This is an optimization exercise on Yosys and OpenROAD, whose aim is small area, a short achievable clock period and few clock cycles, not a production implementation.
The RTL of this run was laid out without a check of its function.
No activity file was given, so power comes from the tool's default toggle rates.

==> design/flow/design.v <==
module qrl_rs_engine (
    input             clk,
    input             rst_n,        
    input             req_valid,
    input             req_write,
    input      [11:0] req_addr,
    input      [31:0] req_wdata,
    output            req_ready,
    output reg        rsp_valid,
    output reg [31:0] rsp_rdata,
    output reg        rsp_buserr
);
    localparam [7:0] OP_NOP       = 8'h00;
    localparam [7:0] OP_GF_MUL    = 8'h01;
    localparam [7:0] OP_GF_EXP    = 8'h02;
    localparam [7:0] OP_GF_LOG    = 8'h03;
    localparam [7:0] OP_ECC_COUNT = 8'h10;
    localparam [7:0] OP_RS_GEN    = 8'h11;
    localparam [7:0] OP_RS_REM    = 8'h12;
    localparam [7:0] OP_RS_ENCODE = 8'h13;
    localparam [7:0] OP_RS_SYND   = 8'h14;
    localparam [3:0] E_OK            = 4'h0;
    localparam [3:0] E_ILLEGAL_OP    = 4'h1;
    localparam [3:0] E_RESERVED_BITS = 4'h2;
    localparam [3:0] E_LOG_OF_ZERO   = 4'h3;
    localparam [3:0] E_BAD_ECC_COUNT = 4'h4;
    localparam [3:0] E_NO_GENERATOR  = 4'h5;
    localparam [3:0] E_EMPTY_MESSAGE = 4'h6;
    localparam [3:0] E_INVALID_SYM   = 4'hB;
    localparam [3:0] E_BAD_LENGTH    = 4'hC;
    localparam [3:0] E_READ_ONLY     = 4'hE;
    localparam [2:0] S_IDLE = 3'd0;
    localparam [2:0] S_REM  = 3'd1;
    localparam [2:0] S_SYN  = 3'd2;
    localparam [2:0] S_EXP  = 3'd3;
    localparam [2:0] S_LOG  = 3'd4;
    function automatic [7:0] xtime(input [7:0] a);
        xtime = a[7] ? ((a << 1) ^ 8'h1d) : (a << 1);
    endfunction
    function automatic [7:0] gf_mul(input [7:0] a, input [7:0] b);
        integer i;
        begin
            gf_mul = 8'd0;
            for (i = 7; i >= 0; i = i - 1)
                gf_mul = xtime(gf_mul) ^ (b[i] ? a : 8'd0);
        end
    endfunction
    function automatic [7:0] apow(input integer i);
        integer k;
        begin
            apow = 8'd1;
            for (k = 0; k < i; k = k + 1) apow = xtime(apow);
        end
    endfunction
    function automatic [79:0] gen_rom(input [3:0] n);
        begin
            gen_rom = 80'h0;
            gen_rom = gen_rom | ({80{n == 4'd1}} & 80'h00_00_00_00_00_00_00_00_00_01);
            gen_rom = gen_rom | ({80{n == 4'd2}} & 80'h00_00_00_00_00_00_00_00_02_03);
            gen_rom = gen_rom | ({80{n == 4'd3}} & 80'h00_00_00_00_00_00_00_08_0e_07);
            gen_rom = gen_rom | ({80{n == 4'd4}} & 80'h00_00_00_00_00_00_40_78_36_0f);
            gen_rom = gen_rom | ({80{n == 4'd5}} & 80'h00_00_00_00_00_74_93_3f_c6_1f);
            gen_rom = gen_rom | ({80{n == 4'd6}} & 80'h00_00_00_00_26_e3_20_da_01_3f);
            gen_rom = gen_rom | ({80{n == 4'd7}} & 80'h00_00_00_75_44_0b_a4_9a_7a_7f);
            gen_rom = gen_rom | ({80{n == 4'd8}} & 80'h00_00_18_c8_ad_ef_36_51_0b_ff);
            gen_rom = gen_rom | ({80{n == 4'd9}} & 80'h00_25_c5_e8_a4_eb_f5_9e_cf_e2);
            gen_rom = gen_rom | ({80{n == 4'd10}} & 80'hc1_9d_71_5f_5e_c7_6f_9f_c2_d8);
        end
    endfunction
    function automatic [7:0] gen_byte(input [3:0] n, input [3:0] j);
        begin
            gen_byte = 8'h0;
            gen_byte = gen_byte | ({8{n == 4'd1 && j == 4'd0}} & 8'h01);
            gen_byte = gen_byte | ({8{n == 4'd2 && j == 4'd0}} & 8'h03);
            gen_byte = gen_byte | ({8{n == 4'd2 && j == 4'd1}} & 8'h02);
            gen_byte = gen_byte | ({8{n == 4'd3 && j == 4'd0}} & 8'h07);
            gen_byte = gen_byte | ({8{n == 4'd3 && j == 4'd1}} & 8'h0e);
            gen_byte = gen_byte | ({8{n == 4'd3 && j == 4'd2}} & 8'h08);
            gen_byte = gen_byte | ({8{n == 4'd4 && j == 4'd0}} & 8'h0f);
            gen_byte = gen_byte | ({8{n == 4'd4 && j == 4'd1}} & 8'h36);
            gen_byte = gen_byte | ({8{n == 4'd4 && j == 4'd2}} & 8'h78);
            gen_byte = gen_byte | ({8{n == 4'd4 && j == 4'd3}} & 8'h40);
            gen_byte = gen_byte | ({8{n == 4'd5 && j == 4'd0}} & 8'h1f);
            gen_byte = gen_byte | ({8{n == 4'd5 && j == 4'd1}} & 8'hc6);
            gen_byte = gen_byte | ({8{n == 4'd5 && j == 4'd2}} & 8'h3f);
            gen_byte = gen_byte | ({8{n == 4'd5 && j == 4'd3}} & 8'h93);
            gen_byte = gen_byte | ({8{n == 4'd5 && j == 4'd4}} & 8'h74);
            gen_byte = gen_byte | ({8{n == 4'd6 && j == 4'd0}} & 8'h3f);
            gen_byte = gen_byte | ({8{n == 4'd6 && j == 4'd1}} & 8'h01);
            gen_byte = gen_byte | ({8{n == 4'd6 && j == 4'd2}} & 8'hda);
            gen_byte = gen_byte | ({8{n == 4'd6 && j == 4'd3}} & 8'h20);
            gen_byte = gen_byte | ({8{n == 4'd6 && j == 4'd4}} & 8'he3);
            gen_byte = gen_byte | ({8{n == 4'd6 && j == 4'd5}} & 8'h26);
            gen_byte = gen_byte | ({8{n == 4'd7 && j == 4'd0}} & 8'h7f);
            gen_byte = gen_byte | ({8{n == 4'd7 && j == 4'd1}} & 8'h7a);
            gen_byte = gen_byte | ({8{n == 4'd7 && j == 4'd2}} & 8'h9a);
            gen_byte = gen_byte | ({8{n == 4'd7 && j == 4'd3}} & 8'ha4);
            gen_byte = gen_byte | ({8{n == 4'd7 && j == 4'd4}} & 8'h0b);
            gen_byte = gen_byte | ({8{n == 4'd7 && j == 4'd5}} & 8'h44);
            gen_byte = gen_byte | ({8{n == 4'd7 && j == 4'd6}} & 8'h75);
            gen_byte = gen_byte | ({8{n == 4'd8 && j == 4'd0}} & 8'hff);
            gen_byte = gen_byte | ({8{n == 4'd8 && j == 4'd1}} & 8'h0b);
            gen_byte = gen_byte | ({8{n == 4'd8 && j == 4'd2}} & 8'h51);
            gen_byte = gen_byte | ({8{n == 4'd8 && j == 4'd3}} & 8'h36);
            gen_byte = gen_byte | ({8{n == 4'd8 && j == 4'd4}} & 8'hef);
            gen_byte = gen_byte | ({8{n == 4'd8 && j == 4'd5}} & 8'had);
            gen_byte = gen_byte | ({8{n == 4'd8 && j == 4'd6}} & 8'hc8);
            gen_byte = gen_byte | ({8{n == 4'd8 && j == 4'd7}} & 8'h18);
            gen_byte = gen_byte | ({8{n == 4'd9 && j == 4'd0}} & 8'he2);
            gen_byte = gen_byte | ({8{n == 4'd9 && j == 4'd1}} & 8'hcf);
            gen_byte = gen_byte | ({8{n == 4'd9 && j == 4'd2}} & 8'h9e);
            gen_byte = gen_byte | ({8{n == 4'd9 && j == 4'd3}} & 8'hf5);
            gen_byte = gen_byte | ({8{n == 4'd9 && j == 4'd4}} & 8'heb);
            gen_byte = gen_byte | ({8{n == 4'd9 && j == 4'd5}} & 8'ha4);
            gen_byte = gen_byte | ({8{n == 4'd9 && j == 4'd6}} & 8'he8);
            gen_byte = gen_byte | ({8{n == 4'd9 && j == 4'd7}} & 8'hc5);
            gen_byte = gen_byte | ({8{n == 4'd9 && j == 4'd8}} & 8'h25);
            gen_byte = gen_byte | ({8{n == 4'd10 && j == 4'd0}} & 8'hd8);
            gen_byte = gen_byte | ({8{n == 4'd10 && j == 4'd1}} & 8'hc2);
            gen_byte = gen_byte | ({8{n == 4'd10 && j == 4'd2}} & 8'h9f);
            gen_byte = gen_byte | ({8{n == 4'd10 && j == 4'd3}} & 8'h6f);
            gen_byte = gen_byte | ({8{n == 4'd10 && j == 4'd4}} & 8'hc7);
            gen_byte = gen_byte | ({8{n == 4'd10 && j == 4'd5}} & 8'h5e);
            gen_byte = gen_byte | ({8{n == 4'd10 && j == 4'd6}} & 8'h5f);
            gen_byte = gen_byte | ({8{n == 4'd10 && j == 4'd7}} & 8'h71);
            gen_byte = gen_byte | ({8{n == 4'd10 && j == 4'd8}} & 8'h9d);
            gen_byte = gen_byte | ({8{n == 4'd10 && j == 4'd9}} & 8'hc1);
        end
    endfunction
    integer k;
    genvar  gi;
    reg [7:0]  msg [0:39];
    reg [5:0]  msg_len;
    reg [3:0]  gen_n;
    reg [7:0]  ecc [0:9];
    reg [7:0]  syn [0:9];
    reg [7:0]  result;
    reg        res_syn;     
    reg        syn_ok;      
    reg [3:0]  err;
    reg        sticky;
    reg        ready_q;
    reg        bv;
    reg        b_write;
    reg [11:0] b_addr;
    reg [23:0] b_wdata;
    reg        b_hi;        
    reg        b_big;       
    reg        b_len_bad;   
    reg        b_nc;        
    assign req_ready = ready_q;
    wire accept = req_valid && ready_q;
    wire [5:0]  i_word    = req_addr[7:2];
    wire        i_nc      = !req_write && req_addr[11:6] == 6'd0 && req_addr[4:0] == 5'b00100;
    wire [5:0]  b_word    = b_addr[7:2];
    wire [3:0]  b_small   = b_addr[5:2];
    wire        b_aligned = (b_addr[1:0] == 2'b00);
    wire        b_cmd     = b_aligned && b_addr == 12'h000;
    wire        b_status  = b_aligned && b_addr == 12'h004;
    wire        b_result  = b_aligned && b_addr == 12'h008;
    wire        b_msglen  = b_aligned && b_addr == 12'h014;
    wire        b_genn    = b_aligned && b_addr == 12'h024;
    wire        b_msg     = b_aligned && b_addr[11:8] == 4'h1 && b_word < 6'd40;
    wire        b_gen     = b_aligned && b_addr[11:6] == 6'h08 && b_small < 4'd10;
    wire        b_ecc     = b_aligned && b_addr[11:6] == 6'h09 && b_small < 4'd10;
    wire        b_syn     = b_aligned && b_addr[11:6] == 6'h0a && b_small < 4'd10;
    wire        b_mapped  = b_cmd | b_status | b_result | b_msglen | b_genn |
                            b_msg | b_gen | b_ecc | b_syn;
    wire [7:0]  op    = b_wdata[7:0];
    wire [7:0]  fld_a = b_wdata[15:8];
    wire [7:0]  fld_b = b_wdata[23:16];
    wire [8:0]  fld_i = b_wdata[16:8];
    reg         op_known;
    reg [15:0]  rsv_mask;   
    always @(*) begin
        op_known = 1'b1;
        rsv_mask = 16'hFFFF;
        case (op)
            OP_NOP:       rsv_mask = 16'hFFFF;
            OP_GF_MUL:    rsv_mask = 16'h0000;
            OP_GF_EXP:    rsv_mask = 16'hFE00;
            OP_GF_LOG:    rsv_mask = 16'hFF00;
            OP_ECC_COUNT: rsv_mask = 16'hFF00;
            OP_RS_GEN:    rsv_mask = 16'hFF00;
            OP_RS_REM:    rsv_mask = 16'hFFFF;
            OP_RS_ENCODE: rsv_mask = 16'hFF00;
            OP_RS_SYND:   rsv_mask = 16'hFF00;
            default:      op_known = 1'b0;
        endcase
    end
    wire rsv_bad = b_hi || |(b_wdata[23:8] & rsv_mask);
    wire n_bad   = (fld_a == 8'd0) || (fld_a > 8'd10);
    wire [6:0] ecc_q   = ({1'b0, fld_a} + 9'd3) >> 2;
    wire [6:0] ecc_cnt = (ecc_q < 7'd4) ? 7'd4 : ecc_q;
    reg [2:0]  state;
    reg [5:0]  left;        
    reg [3:0]  eleft;       
    reg [8:0]  cnt;         
    reg [3:0]  syn_n;       
    reg [7:0]  s0, s1;      
    reg        s_dbl;       
    reg        s_last;      
    wire [5:0] np = cnt[5:0];
    wire [2:0] ep = cnt[8:6];
    wire idle = (state == S_IDLE);
    wire exec = bv && (idle || b_nc);
    wire [5:0]  m_addr = np;
    reg  [15:0] msg_pair;
    always @(*) begin
        case (m_addr[5:1])
            5'd0: msg_pair = {msg[1], msg[0]};
            5'd1: msg_pair = {msg[3], msg[2]};
            5'd2: msg_pair = {msg[5], msg[4]};
            5'd3: msg_pair = {msg[7], msg[6]};
            5'd4: msg_pair = {msg[9], msg[8]};
            5'd5: msg_pair = {msg[11], msg[10]};
            5'd6: msg_pair = {msg[13], msg[12]};
            5'd7: msg_pair = {msg[15], msg[14]};
            5'd8: msg_pair = {msg[17], msg[16]};
            5'd9: msg_pair = {msg[19], msg[18]};
            5'd10: msg_pair = {msg[21], msg[20]};
            5'd11: msg_pair = {msg[23], msg[22]};
            5'd12: msg_pair = {msg[25], msg[24]};
            5'd13: msg_pair = {msg[27], msg[26]};
            5'd14: msg_pair = {msg[29], msg[28]};
            5'd15: msg_pair = {msg[31], msg[30]};
            5'd16: msg_pair = {msg[33], msg[32]};
            5'd17: msg_pair = {msg[35], msg[34]};
            5'd18: msg_pair = {msg[37], msg[36]};
            5'd19: msg_pair = {msg[39], msg[38]};
            default: msg_pair = 16'd0;
        endcase
    end
    wire [7:0]  msg_one = m_addr[0] ? msg_pair[15:8] : msg_pair[7:0];
    wire [2:0]  e_addr = ep;
    reg  [15:0] ecc_pair;
    reg  [7:0]  syn_rd;
    always @(*) begin
        case (e_addr)
            3'd0: ecc_pair = {ecc[1], ecc[0]};
            3'd1: ecc_pair = {ecc[3], ecc[2]};
            3'd2: ecc_pair = {ecc[5], ecc[4]};
            3'd3: ecc_pair = {ecc[7], ecc[6]};
            3'd4: ecc_pair = {ecc[9], ecc[8]};
            default: ecc_pair = 16'd0;
        endcase
        case (b_word[3:0])
            4'd0: syn_rd = syn[0];
            4'd1: syn_rd = syn[1];
            4'd2: syn_rd = syn[2];
            4'd3: syn_rd = syn[3];
            4'd4: syn_rd = syn[4];
            4'd5: syn_rd = syn[5];
            4'd6: syn_rd = syn[6];
            4'd7: syn_rd = syn[7];
            4'd8: syn_rd = syn[8];
            4'd9: syn_rd = syn[9];
            default: syn_rd = 8'd0;
        endcase
        syn_rd = syn_rd & {8{syn_ok}};
    end
    wire [7:0]  ecc_one = b_word[0] ? ecc_pair[15:8] : ecc_pair[7:0];
    wire        ld_msg   = (left != 6'd0);
    wire [15:0] ld_pair  = ld_msg ? msg_pair : ecc_pair;
    wire        ld_dbl   = ld_msg ? (left > 6'd1) : (eleft > 4'd1);
    wire [5:0]  left_nx  = (left > 6'd1) ? left - 6'd2 : 6'd0;
    wire [3:0]  eleft_nx = ld_msg ? eleft : ((eleft > 4'd1) ? eleft - 4'd2 : 4'd0);
    wire        ld_last  = (left_nx == 6'd0) && (eleft_nx == 4'd0);
    wire [79:0] g_all  = gen_rom(gen_n);
    wire [7:0]  gen_rd = gen_byte(gen_n, b_word[3:0]);
    wire [7:0] fb     = s0 ^ ecc[0];
    wire [7:0] m_x    = idle ? fld_a : fb;
    wire [7:0] m0_y   = idle ? fld_b : g_all[7:0];
    reg  [7:0] xb [0:7];
    always @(*) begin
        xb[0] = m_x;
        for (k = 1; k < 8; k = k + 1) xb[k] = xtime(xb[k - 1]);
    end
    function automatic [7:0] sel_sum(input [7:0] y, input [63:0] xs);
        integer b;
        begin
            sel_sum = 8'd0;
            for (b = 0; b < 8; b = b + 1)
                if (y[b]) sel_sum = sel_sum ^ xs[8*b +: 8];
        end
    endfunction
    wire [63:0] xb_all = {xb[7], xb[6], xb[5], xb[4], xb[3], xb[2], xb[1], xb[0]};
    wire [7:0]  m0_out = sel_sum(m0_y, xb_all);
    reg  [7:0] rem_nx [0:9];
    always @(*) begin
        rem_nx[0] = ecc[1] ^ m0_out;
        for (k = 1; k < 9; k = k + 1)
            rem_nx[k] = ecc[k + 1] ^ sel_sum(g_all[8*k +: 8], xb_all);
        rem_nx[9] = sel_sum(g_all[79:72], xb_all);
    end
    wire syn_dbl = s_dbl;
    reg  [7:0] syn_nx [0:9];
    reg  [7:0] h1;
    always @(*) begin
        for (k = 0; k < 10; k = k + 1) begin
            h1 = gf_mul(syn[k], apow(k)) ^ s0;
            syn_nx[k] = syn_dbl ? (gf_mul(h1, apow(k)) ^ s1) : h1;
        end
    end
    wire syn_zero = ~|{syn[0], syn[1], syn[2], syn[3], syn[4],
                       syn[5], syn[6], syn[7], syn[8], syn[9]};
    reg [8:0] rd_data;
    always @(*) begin
        rd_data = ({9{b_status}} & {sticky, 4'd0, err})
                | ({9{b_result}} & {1'b0, res_syn ? {7'd0, syn_zero} : result})
                | ({9{b_msglen}} & {3'd0, msg_len})
                | ({9{b_genn}}   & {5'd0, gen_n})
                | ({9{b_msg}}    & {1'b0, msg_one})
                | ({9{b_gen}}    & {1'b0, gen_rd})
                | ({9{b_ecc}}    & {1'b0, ecc_one})
                | ({9{b_syn}}    & {1'b0, syn_rd});
    end
    wire do_cmd    = exec && b_write && b_cmd && op_known && !rsv_bad;
    wire len_ok    = (msg_len != 6'd0);
    wire start_enc = do_cmd && op == OP_RS_ENCODE && !n_bad && len_ok;
    wire start_rem = start_enc || (do_cmd && op == OP_RS_REM && gen_n != 4'd0 && len_ok);
    wire start_syn = do_cmd && op == OP_RS_SYND && !n_bad && len_ok;
    wire start_exp = do_cmd && op == OP_GF_EXP;
    wire start_log = do_cmd && op == OP_GF_LOG && fld_a != 8'd0;
    wire rem_last = (left == 6'd1);
    wire syn_last = s_last;
    wire exp_last = (cnt == 9'd0);
    wire log_last = (s0 == s1);
    reg  [2:0] state_nx;
    always @(*) begin
        state_nx = state;
        case (state)
            S_IDLE: begin
                if (start_rem)      state_nx = S_REM;
                else if (start_syn) state_nx = S_SYN;
                else if (start_exp) state_nx = S_EXP;
                else if (start_log) state_nx = S_LOG;
            end
            S_REM: if (rem_last) state_nx = S_IDLE;
            S_SYN: if (syn_last) state_nx = S_IDLE;
            S_EXP: if (exp_last) state_nx = S_IDLE;
            S_LOG: if (log_last) state_nx = S_IDLE;
            default: state_nx = S_IDLE;
        endcase
    end
    wire bv_nx = accept || (bv && !exec);
    wire nc_nx = accept ? i_nc : b_nc;
    always @(posedge clk) begin
        if (accept) begin
            b_write  <= req_write;
            b_addr   <= req_addr;
            b_wdata  <= req_wdata[23:0];
            b_hi     <= |req_wdata[31:24];
            b_big    <= |req_wdata[31:8];
            b_len_bad <= (|req_wdata[31:6]) || (req_wdata[5:0] > 6'd40);
            b_nc     <= i_nc;
        end
        rsp_rdata  <= {23'd0, b_write ? 9'd0 : rd_data};
        rsp_buserr <= !b_mapped;
        if (!rst_n) begin
            ready_q   <= 1'b1;
            bv        <= 1'b0;
            rsp_valid <= 1'b0;
        end else begin
            ready_q   <= !bv_nx || state_nx == S_IDLE || nc_nx;
            bv        <= bv_nx;
            rsp_valid <= exec;
        end
    end
    wire       wr_ok  = exec && b_write && !b_big;
    wire [7:0] sym_in = b_wdata[7:0] & {8{rst_n}};
    generate
        for (gi = 0; gi < 40; gi = gi + 1) begin : g_msg
            wire en = !rst_n || (wr_ok && b_msg && b_word == gi);
            always @(posedge clk) if (en) msg[gi] <= sym_in;
        end
    endgenerate
    wire       rem_run  = (state == S_REM);
    wire       ecc_clr  = start_rem;
    wire [7:0] ecc_in   = b_wdata[7:0] & {8{rst_n && !ecc_clr}};
    generate
        for (gi = 0; gi < 10; gi = gi + 1) begin : g_ecc
            wire en = !rst_n || ecc_clr || rem_run ||
                      (wr_ok && b_ecc && b_word[3:0] == gi);
            always @(posedge clk) if (en) ecc[gi] <= rem_run ? rem_nx[gi] : ecc_in;
        end
    endgenerate
    wire syn_run = (state == S_SYN);
    wire syn_clr = start_syn;
    generate
        for (gi = 0; gi < 10; gi = gi + 1) begin : g_syn
            wire en = syn_clr || (syn_run && gi < syn_n);
            always @(posedge clk) if (en) syn[gi] <= syn_nx[gi] & {8{!syn_clr}};
        end
    endgenerate
    always @(posedge clk) begin
        if (!rst_n) begin
            msg_len <= 6'd0;
            gen_n   <= 4'd0;
            result  <= 8'd0;
            res_syn <= 1'b0;
            syn_ok  <= 1'b0;
            err     <= E_OK;
            sticky  <= 1'b0;
            state   <= S_IDLE;
        end else begin
            state <= state_nx;
            if (exec && b_write) begin
                if (!b_mapped) begin
                end else if (b_status) begin
                    if (b_wdata[8]) sticky <= 1'b0;
                end else if (b_msglen) begin
                    if (b_len_bad) begin
                        err <= E_BAD_LENGTH; sticky <= 1'b1;
                    end else begin
                        msg_len <= b_wdata[5:0]; err <= E_OK;
                    end
                end else if (b_msg || b_ecc) begin
                    if (b_big) begin
                        err <= E_INVALID_SYM; sticky <= 1'b1;
                    end else begin
                        err <= E_OK;
                    end
                end else if (!b_cmd) begin
                    err <= E_READ_ONLY; sticky <= 1'b1;
                end else if (!op_known) begin
                    err <= E_ILLEGAL_OP; sticky <= 1'b1;
                end else if (rsv_bad) begin
                    err <= E_RESERVED_BITS; sticky <= 1'b1;
                end else begin
                    case (op)
                    OP_GF_MUL: begin
                        result <= m0_out; res_syn <= 1'b0; err <= E_OK;
                    end
                    OP_GF_EXP: begin
                        res_syn <= 1'b0; err <= E_OK;
                    end
                    OP_GF_LOG: begin
                        if (fld_a == 8'd0) begin
                            err <= E_LOG_OF_ZERO; sticky <= 1'b1;
                        end else begin
                            res_syn <= 1'b0; err <= E_OK;
                        end
                    end
                    OP_ECC_COUNT: begin
                        result <= {1'b0, ecc_cnt}; res_syn <= 1'b0; err <= E_OK;
                    end
                    OP_RS_GEN, OP_RS_ENCODE: begin
                        if (n_bad) begin
                            err <= E_BAD_ECC_COUNT; sticky <= 1'b1;
                        end else if (op == OP_RS_ENCODE && !len_ok) begin
                            err <= E_EMPTY_MESSAGE; sticky <= 1'b1;
                        end else begin
                            gen_n <= fld_a[3:0];
                            err   <= E_OK;
                        end
                    end
                    OP_RS_REM: begin
                        if (gen_n == 4'd0) begin
                            err <= E_NO_GENERATOR; sticky <= 1'b1;
                        end else if (!len_ok) begin
                            err <= E_EMPTY_MESSAGE; sticky <= 1'b1;
                        end else begin
                            err <= E_OK;
                        end
                    end
                    OP_RS_SYND: begin
                        if (n_bad) begin
                            err <= E_BAD_ECC_COUNT; sticky <= 1'b1;
                        end else if (!len_ok) begin
                            err <= E_EMPTY_MESSAGE; sticky <= 1'b1;
                        end else begin
                            res_syn <= 1'b1;
                            syn_ok  <= 1'b1;
                            err     <= E_OK;
                        end
                    end
                    default: err <= E_OK;  
                    endcase
                end
            end
            if (state == S_EXP && exp_last) result <= s0;
            if (state == S_LOG && log_last) result <= ~cnt[7:0];
        end
    end
    always @(posedge clk) begin
        if (start_rem) begin
            left <= msg_len;
            cnt  <= 9'd1;
            s0   <= msg_pair[7:0];
        end
        if (start_syn) begin
            left   <= left_l;
            eleft  <= fld_a[3:0];
            cnt    <= (msg_len == 6'd1) ? 9'd0 : 9'd2;
            syn_n  <= fld_a[3:0];
            s0     <= msg_pair[7:0];
            s1     <= msg_pair[15:8];
            s_dbl  <= (msg_len != 6'd1);
            s_last <= 1'b0;
        end
        if (start_exp) begin
            s0  <= 8'h01;
            cnt <= fld_i;
        end
        if (start_log) begin
            s0  <= 8'h01;
            s1  <= fld_a;
            cnt <= 9'd255;
        end
        case (state)
        S_REM: begin
            left <= left - 6'd1;
            cnt  <= cnt + 9'd1;
            s0   <= msg_one;
        end
        S_SYN: begin
            left   <= left_nx;
            eleft  <= eleft_nx;
            if (ld_msg) cnt[5:0] <= np + 6'd2;
            else        cnt[8:6] <= ep + 3'd1;
            s0     <= ld_pair[7:0];
            s1     <= ld_pair[15:8];
            s_dbl  <= ld_dbl;
            s_last <= ld_last;
        end
        S_EXP, S_LOG: begin
            s0  <= xtime(s0);
            cnt <= cnt - 9'd1;
        end
        default: ;
        endcase
        if (state_nx == S_IDLE) cnt <= {bw_nx[3:1], bw_nx};
    end
    wire [5:0] bw_nx  = accept ? i_word : b_word;
    wire [5:0] left_l = (msg_len > 6'd1) ? msg_len - 6'd2 : 6'd0;
endmodule
==> design/flow/flow/run.sh <==
#!/bin/bash
# Standard ORFS layout with these changes to how it is made (the SDC, clock
# period and constraints are unchanged):
#  - the port buffers are buf_4 cells instead of the default delay buffers;
#  - timing repair aims at a larger setup slack than the clock needs;
#  - larger clock-tree sink clusters (fewer clock buffer levels).
set -euo pipefail
bash standard.sh SETUP_SLACK_MARGIN=8.5 TNS_END_PERCENT=5 \
    'BUFFER_PORTS_ARGS=-buffer_cell sky130_fd_sc_hd__buf_4' \
    CTS_CLUSTER_SIZE=25 CTS_CLUSTER_DIAMETER=100 finish > make_finish.log 2>&1
==> design/flow/standard.sh <==
#!/bin/bash
# synth_recipe.tcl (not shown) runs the flow's synth.tcl, then flattens the netlist and writes it again
# the make line also repeats each setting of config.mk as NAME=value (left out here)
make -C /OpenROAD-flow-scripts/flow DESIGN_CONFIG=/design/flow/config.mk WORK_HOME=/design/flow/orfs CLKGATE_MAP_FILE= SYNTH_SCRIPT=/design/flow/synth_recipe.tcl "${@:-finish}"
==> design/flow/config.mk <==
export PLATFORM = sky130hd
export DESIGN_NAME = qrl_rs_engine
export DESIGN_NICKNAME = qrl_rs_engine
export VERILOG_FILES = /design/flow/design.v
export SDC_FILE = /design/flow/constraint.sdc
export NUM_CORES = 4
export LEC_CHECK = 0
export CAP_MARGIN = 20
export CORE_MARGIN = 2
export CORE_UTILIZATION = 40
export SLEW_MARGIN = 20
==> design/flow/constraint.sdc <==
create_clock -name core_clock -period 12.0 [get_ports {clk}]
set_input_delay 2.4000 -clock core_clock [delete_from_list [all_inputs] [get_ports {clk}]]
set_output_delay 2.4000 -clock core_clock [all_outputs]
set_load 0.01 [all_outputs]
==> results_dict.tcl <==
set metrics [dict create \
    outcome "complete, no violations" \
    drive_above_1_share_pct 13.9 \
    fillers 9163 \
    largest_net_degree_at_the_start_of_global_routing 84 \
    worstMarginPinSlew_ps 1160 \
    worst-setup-path-type "register to register" \
    synth_largest_type_area_fraction_pct 42.0 \
    via_per_inst 6.42 \
    clock_path_buffers 3 \
    cts.clk_slew.worst_paths_ps 100 \
    finalSetupViolations 0 \
    setup-tns-final_ps 0 \
    worstSetupEndpointType "register" \
    initialDrtViolationCount 5477 \
    port_buffers 59 \
    drv_slew 0 \
    layout_setup_ws_ps 8170 \
    part_of_the_yosys_area_used_for_sequential_elements_pct 44.7 \
    placeableCoreArea_um2 98300 \
    post-synth-top-count-cell "xnor2_1" \
    die_area_um2 101000 \
    yosys_register_bits 607 \
    power-per-cell-area_nw_per_um2 104 \
    worst_clock_skew_ps 65.4 \
    max-slew-margin-rel_pct 22.2 \
    total_leakage_power_uw 0.0153 \
    multiInputGateArea_um2 21600 \
    largest_cells_by_area_after_synthesis "edfxtp_1, xnor2_1, xor2_1" \
    grt_setup_unrepaired "yes" \
    final_cells 5336 \
    final_nets 4095 \
    maxCapViolations 0 \
    floorplan.initialDensity_pct 40.3 \
    post-route-drc-count 0 \
    number_of_global_route_vias_before_repair 31200 \
    remaining_antenna_violation_count 0 \
    final.period_utilization_pct 31.9 \
    chipHeight_um 319 \
    synth-main-ff-cell "edfxtp_1" \
    grt.total_usage_pct 31.1 \
    areaGrowthSynthToFinish_pct 13.5 \
    vdd_drop_max_mv 0.121 \
    synthCells 3989 \
    place.detailed.instances 5184 \
    grt_first_pass_wirelength_um 231000 \
    final_hold_viol_count 0 \
    cts-hold-fix-buffers 0 \
    clk_root_buffer_cell "clkbuf_16" \
    horizontal_die_dimension_um 319 \
    critical_path.max_fanout 30 \
    timing.critical_path.arrival_ps 4190 \
    pre_cts_ws_ps 7060 \
    std_cell_rows 115 \
    gp_congestion 1.04 \
    register_area_um2 17700 \
    tritoncts "yes" \
    synth_warnings 7 \
    period_minus_slack_ps 3830 \
    avgRoutedWirePerCell_um 30.7 \
    route.vias.total 34300 \
    first_pass_iters 8 \
    critPathRequiredTime_ps 12360 \
    syn_area_per_cell_um2 9.92 \
    cp-start-kind "register" \
    asyncSetResetFlopFracSynth_pct 0 \
    cts.htree.levels 1 \
    routed_wirelength_um 164000 \
    detailedPlacementHpwl_um 112000 \
    total_number_of_clock_tree_sinks 607 \
    grt_overflow_total 0 \
    hp-class "register to register" \
    cts_inserted_buffers 31 \
    synth_area_leader_cell "edfxtp_1" \
    top_cell_types_by_occurrence_after_synthesis "xnor2_1, edfxtp_1, nor2_1, nand2_1, o21ai_0" \
    synth.distinct_cells 84 \
    initial_antenna_violation_count 6 \
    post_syn_area_um2 39600 \
    number_of_enable_type_register_cells_in_the_synthesized_netlist 553 \
    pin_count 83 \
    timing.fmax_ghz 0.261 \
    clock_latency_ps 680 \
]
power breakdown:
part	switching, µW	internal [µW]
clock	741	544
combinational	581	337
sequential	65.9	2400
total	1390	3280
state kept, by name, summed over array words and instances (netlist names), 3 cells and up, named ones only:
name,cells
msg,320
ecc,80
syn,80
b_wdata,24
b_addr,12
cnt,9
rsp_rdata,9
result,8
s0,8
s1,8
left,6
msg_len,6
eleft,4
err,4
gen_n,4
syn_n,4
state,3
metrics by stage:
| step | total power, µW | utilization, % | hold WS [ps] | area, µm² |
|---|---|---|---|---|
| after floorplan | 2950 | - | 424 | 39800 |
| after global placement | 3260 | 42.6 | 472 | 41800 |
| after detailed placement | 3270 | 42.6 | 472 | 41800 |
| after CTS | 4610 | 45.0 | 491 | 44200 |
| after global routing | 4780 | 45.7 | 526 | 44900 |
| final | 4670 | 45.7 | 495 | 44900 |
final cells by class:
| type | instances | share of cell area [%] |
|---|---|---|
| sequential | 607 | 39.5 |
| clock inverter | 10 | 0.351 |
| timing repair buffer | 298 | 6.19 |
| antenna | 3 | 0.0167 |
| tap | 1287 | 3.59 |
| clock buffer | 48 | 1.94 |
| multi-input combinational | 3046 | 48.2 |
| inverter | 37 | 0.309 |
routing by layer:
layer	global-route usage, %	vias to the layer above	part of all wire (%)
li1	-	14500	-
met1	41.5	16600	38
met2	46.6	2503	42
met3	6.75	600	12
met4	17.9	2	7.8
met5	0	-	0.0073
logic make-up (layout without fill, tap and decap cells):
family                     Yosys count  count (layout)  synth area share [%]
and+or+nand+nor                   1119            1119                  13.0
AOI/OAI and AO/OA                  957             957                  15.9
xor gates and xnor gates           859             860                  20.0
DFF                                607             607                  44.7
buffers and inverters              359             393                  3.72
muxes                               61              61                  1.78
adders and majority gates           26              26                 0.822
other                                1              26               0.00948
cell usage in the layout (no fill, tap or decap), drive strengths merged, types with 13 or more instances in the layout:
cell type  count
mux2i         47
nand4         46
edfxtp       553
a211oi        38
and2          28
xnor2        659
a21oi        130
ha            26
o211ai        19
a221oi        50
a22o          35
xor2         178
conb          23
nor4          42
a31oi         31
or3           19
and3          22
nor3          65
o21ai        291
inv           40
nor2b         27
dfxtp         54
clkbuf        54
buf          285
nand2        325
nand2b        15
o22ai         87
a21boi        17
xnor3         22
o221ai        15
o21a          13
o31ai         13
a22oi        120
nand3         66
nor2         400
a222oi        38
final timing paths:
kind              startpoint  cells past startpoint   endpoint  slack [ps]
setup / recovery    gen_n[2]                     11  ecc[1][7]        8170
setup reg to reg    gen_n[2]                     11  ecc[1][7]        8170
hold / removal          b_nc                      2       b_nc         490
hold reg to reg         b_nc                      2       b_nc         490
worst max-delay path: stages, from the launching register on:
cell	delay, ps
dfxtp_1	550
buf_8	290
nor2b_1	200
buf_4	240
nand2_1	400
nand2_1	520
nand2_1	120
xnor2_1	260
xnor2_1	180
xnor2_1	110
xnor2_1	460
o21ai_0	150
timing repair:
item | CTS | global route
endpoints found under the setup margin | 645 | 387
pin swaps | 12 | 21
cloned | 7 | 5
gates resized for setup | 140 | 89
setup buffers | 51 | 28

## separate check: timing with driven ports
How much do the figures lean on ideal ports? The routed layout below was timed once more, with nothing changed but the port constraints. Step 1, drivers: a clkbuf_16 drives clk and a buf_2 each remaining input, both assumed. Step 2, shift: input delay + t, output delay - t, t = (earliest + latest rising clock arrival at the registers) / 2. This alone moves slack from input paths to output paths. Slacks: ideal ports / drivers / drivers and shift; pairs: ideal ports / drivers.
t (ns): 0.721
setup WS [ns]: 8.172 / 8.172 / 7.779
worst register clock-pin slew, ns: 0.11 / 0.11
After both steps this run still meets setup and hold. The setup slack of this run moves by 0.000 ns with the drivers and by -0.393 ns with both steps.
